What follows belongs to an exercise in optimizing a design on an open flow for small area, a short achievable clock period and few clock cycles per item; a production flow would make more cautious choices.
Power figures rest on the tool's default switching activity, not on a simulated workload.

== alpha ==
==> flow/design.v (excerpt) <==
module gr_codec (
    input  wire        clk,
    input  wire        rst,
    input  wire        enc_in_valid,
    output wire        enc_in_ready,
    input  wire        enc_in_eos,
    input  wire [7:0]  enc_in_rank,
    output wire        enc_out_valid,
    input  wire        enc_out_ready,
    output wire [31:0] enc_out_word,
    output wire        enc_out_last,
    input  wire        dec_in_valid,
    output wire        dec_in_ready,
    input  wire [31:0] dec_in_word,
    output wire        dec_out_valid,
    input  wire        dec_out_ready,
    output wire [7:0]  dec_out_rank,
    output wire        dec_out_eos
);
For scale: about 2200 cells after synthesis, roughly 290 flip-flops, about 93 I/O pins, roughly 20000 um2 of cells after synthesis.
==> module gr_encoder, before the edit <==
module gr_encoder (
    input  wire        clk,
    input  wire        rst,
    input  wire        in_valid,
    output wire        in_ready,
    input  wire        in_eos,
    input  wire [7:0]  in_rank,
    output reg         out_valid,
    input  wire        out_ready,
    output reg  [31:0] out_word,
    output reg         out_last
);
    reg         f0v, f1v;
    reg  [8:0]  f0, f1;       
    assign in_ready = !f1v;
    wire        push   = in_valid && !f1v;
    wire [8:0]  in_sym = in_eos ? 9'd256 : {1'b0, in_rank};
    reg         bv;
    reg  [8:0]  bq;           
    reg  [7:0]  btail;        
    reg  [5:0]  bqk;          
    reg         beos;
    reg  [30:0] acc;          
    reg  [4:0]  cnt;          
    reg  [2:0]  zc;           
    reg         flush;        
    wire [2:0]  k;
    wire        a_eos  = f0[8];
    wire [8:0]  a_q    = f0 >> k;
    wire [6:0]  a_r    = f0[6:0] & ((7'd1 << k) - 7'd1);
    wire [5:0]  a_qk   = a_q[5:0] + {3'd0, k} + 6'd1;
    wire [5:0]  pos5   = {1'b0, cnt} + {1'b0, bq[4:0]};
    wire        zstep  = (bq[8:5] != 4'd0) || pos5[5];
    wire [3:0]  zw     = bq[8:5] + {3'd0, pos5[5]};         
    wire [5:0]  tot    = {1'b0, cnt} + bqk;
    wire        wfull  = tot[5];
    wire [7:0]  t0     = btail;
    wire [8:0]  t1     = pos5[0] ? {t0, 1'b0}  : {1'b0, t0};
    wire [10:0] t2     = pos5[1] ? {t1, 2'd0}  : {2'd0, t1};
    wire [14:0] t3     = pos5[2] ? {t2, 4'd0}  : {4'd0, t2};
    wire [22:0] t4     = pos5[3] ? {t3, 8'd0}  : {8'd0, t3};
    wire [38:0] t5     = pos5[4] ? {t4, 16'd0} : {16'd0, t4};
    wire [38:0] comb   = {8'd0, acc & {31{!zstep}}} | t5;
    wire        zfit   = !(pos5[4] && pos5[3]) && !beos;
    wire        free   = !out_valid || out_ready;
    wire        zbusy  = (zc != 3'd0);
    wire        oslot  = free && !zbusy;                    
    wire        pk_out = flush || zstep || wfull || beos;   
    wire        pk_go  = (flush || bv) && (!pk_out || oslot);
    wire        bdone  = pk_go && !flush && (!zstep || zfit);
    wire        bload  = f0v && (!bv || bdone);
    gr_pe u_pe (
        .clk       (clk),
        .rst       (rst),
        .init      (bload && a_eos),
        .obs_valid (bload && !a_eos),
        .obs_rank  (f0[7:0]),
        .k         (k)
    );
    always @(posedge clk) begin
        if (rst) begin
            f0v <= 1'b0;
            f1v <= 1'b0;
        end else if (!f0v || bload) begin
            f0v <= f1v || push;
            f1v <= 1'b0;
        end else if (push) begin
            f1v <= 1'b1;
        end
    end
    always @(posedge clk) begin
        if (!f0v || bload)
            f0 <= f1v ? f1 : in_sym;
        if (f0v && !bload && push)
            f1 <= in_sym;
    end
    always @(posedge clk) begin
        if (rst)
            bv <= 1'b0;
        else if (bload)
            bv <= 1'b1;
        else if (bdone)
            bv <= 1'b0;
    end
    always @(posedge clk) begin
        if (bload) begin
            bq    <= a_q;
            btail <= {a_r, 1'b1};
            bqk   <= a_qk;
            beos  <= a_eos;
        end else if (pk_go && !flush && zstep && !zfit) begin
            bq    <= 9'd0;
            bqk   <= bqk - bq[5:0];
        end
    end
    always @(posedge clk) begin
        if (rst) begin
            acc       <= 31'd0;
            cnt       <= 5'd0;
            zc        <= 3'd0;
            flush     <= 1'b0;
            out_valid <= 1'b0;
        end else begin
            if (out_ready)
                out_valid <= 1'b0;
            if (zbusy && free) begin
                out_valid <= 1'b1;
                out_word  <= 32'd0;
                out_last  <= 1'b0;
                zc        <= zc - 3'd1;
            end
            if (pk_go) begin
                if (flush) begin
                    out_valid <= 1'b1;
                    out_word  <= {1'b0, acc};
                    out_last  <= 1'b1;
                    acc       <= 31'd0;
                    cnt       <= 5'd0;
                    flush     <= 1'b0;
                end else if (zstep) begin
                    out_valid <= 1'b1;
                    out_word  <= {1'b0, acc};
                    out_last  <= 1'b0;
                    acc       <= zfit ? comb[30:0] : 31'd0;
                    cnt       <= zfit ? tot[4:0] : pos5[4:0];
                    zc        <= zw[2:0] - 3'd1;
                end else if (wfull) begin
                    out_valid <= 1'b1;
                    out_word  <= comb[31:0];
                    out_last  <= beos && (tot[4:0] == 5'd0);
                    acc       <= {24'd0, comb[38:32]};
                    cnt       <= tot[4:0];
                    flush     <= beos && (tot[4:0] != 5'd0);
                end else if (beos) begin
                    out_valid <= 1'b1;
                    out_word  <= comb[31:0];
                    out_last  <= 1'b1;
                    acc       <= 31'd0;
                    cnt       <= 5'd0;
                end else begin
                    acc <= comb[30:0];
                    cnt <= tot[4:0];
                end
            end
        end
    end
endmodule
Settings: LEC_CHECK=0, CAP_MARGIN=20, CORE_MARGIN=2, CORE_UTILIZATION=40, PLACE_DENSITY=0.6, SETUP_SLACK_MARGIN=4, SLEW_MARGIN=20; clock period 10.0 ns.
run.sh (not shown) runs the stock make flow with config.mk's settings and CLKGATE_MAP_FILE= SYNTH_SCRIPT=/design/flow/synth_recipe.tcl, a recipe that flattens the netlist after the stock synthesis.
Edits applied to the flow inputs when going from alpha to beta:
diff --git a/flow/design.v b/flow/design.v
--- a/flow/design.v
+++ b/flow/design.v
@@ -79,13 +79,13 @@
     wire [8:0]  t1     = pos5[0] ? {t0, 1'b0}  : {1'b0, t0};
     wire [10:0] t2     = pos5[1] ? {t1, 2'd0}  : {2'd0, t1};
     wire [14:0] t3     = pos5[2] ? {t2, 4'd0}  : {4'd0, t2};
     wire [22:0] t4     = pos5[3] ? {t3, 8'd0}  : {8'd0, t3};
     wire [38:0] t5     = pos5[4] ? {t4, 16'd0} : {16'd0, t4};
     wire [38:0] comb   = {8'd0, acc & {31{!zstep}}} | t5;
-    wire        zfit   = !(pos5[4] && pos5[3]) && !beos;
+    wire        zfit   = (tot[4:0] > pos5[4:0]) && !beos;
     wire        free   = !out_valid || out_ready;
     wire        zbusy  = (zc != 3'd0);
     wire        oslot  = free && !zbusy;                    
     wire        pk_out = flush || zstep || wfull || beos;   
     wire        pk_go  = (flush || bv) && (!pk_out || oslot);
     wire        bdone  = pk_go && !flush && (!zstep || zfit);
### Flow results
alpha reports its cell with the largest stage delay on the worst path as sky130_fd_sc_hd__fa_1 while beta reports sky130_fd_sc_hd__mux4_2.
Summary of beta over alpha: shortest period the worst path allows moved down; share of cell area taken by flip-flops and latches has increased; power per standard cell area higher.
Per the comparison of beta with alpha, number of enable flip-flop cells after synthesis roughly the same, total chip power higher, detailed-route wire length lower, top achievable clock speed higher.
Between beta and alpha, the relative area change from synthesis to final layout is higher for alpha.
beta has completed all stages; timing, DRC and antenna checks passed.
[compare] base=alpha new=beta: cell area after layout shrank by about 1.6%, ratio of final minimum period to clock period shrank by 0.69 points, average detailed-routed wire length per instance shrank by 2.6%, combinational share of power grew by 1.9 points.
No run of this note included a check of the RTL's function; only the layout flow was run.

-- port drivers added, routing unchanged --
How much do the figures lean on ideal ports? The routed layouts below were timed once more, with nothing changed but the port constraints. Step 1, drivers: a clkbuf_16 drives clk and a buf_2 each remaining input, both assumed. Step 2, shift: input delay + t, output delay - t, t = (earliest + latest rising clock arrival at the registers) / 2. This alone moves slack from input paths to output paths. a / b / c = ideal / step 1 / step 2; a / b = the first two.
run | shift t [ns] | setup slack, ns | hold WS [ns] | latest minus earliest clock arrival (ns)
alpha | 0.607 | 4.201 / 4.201 / 4.201 | 0.458 / 0.458 / 0.458 | 0.043 / 0.043
beta | 0.603 | 4.270 / 4.270 / 4.270 | 0.457 / 0.457 / 0.457 | 0.020 / 0.020
After both steps every run listed still meets setup and hold.
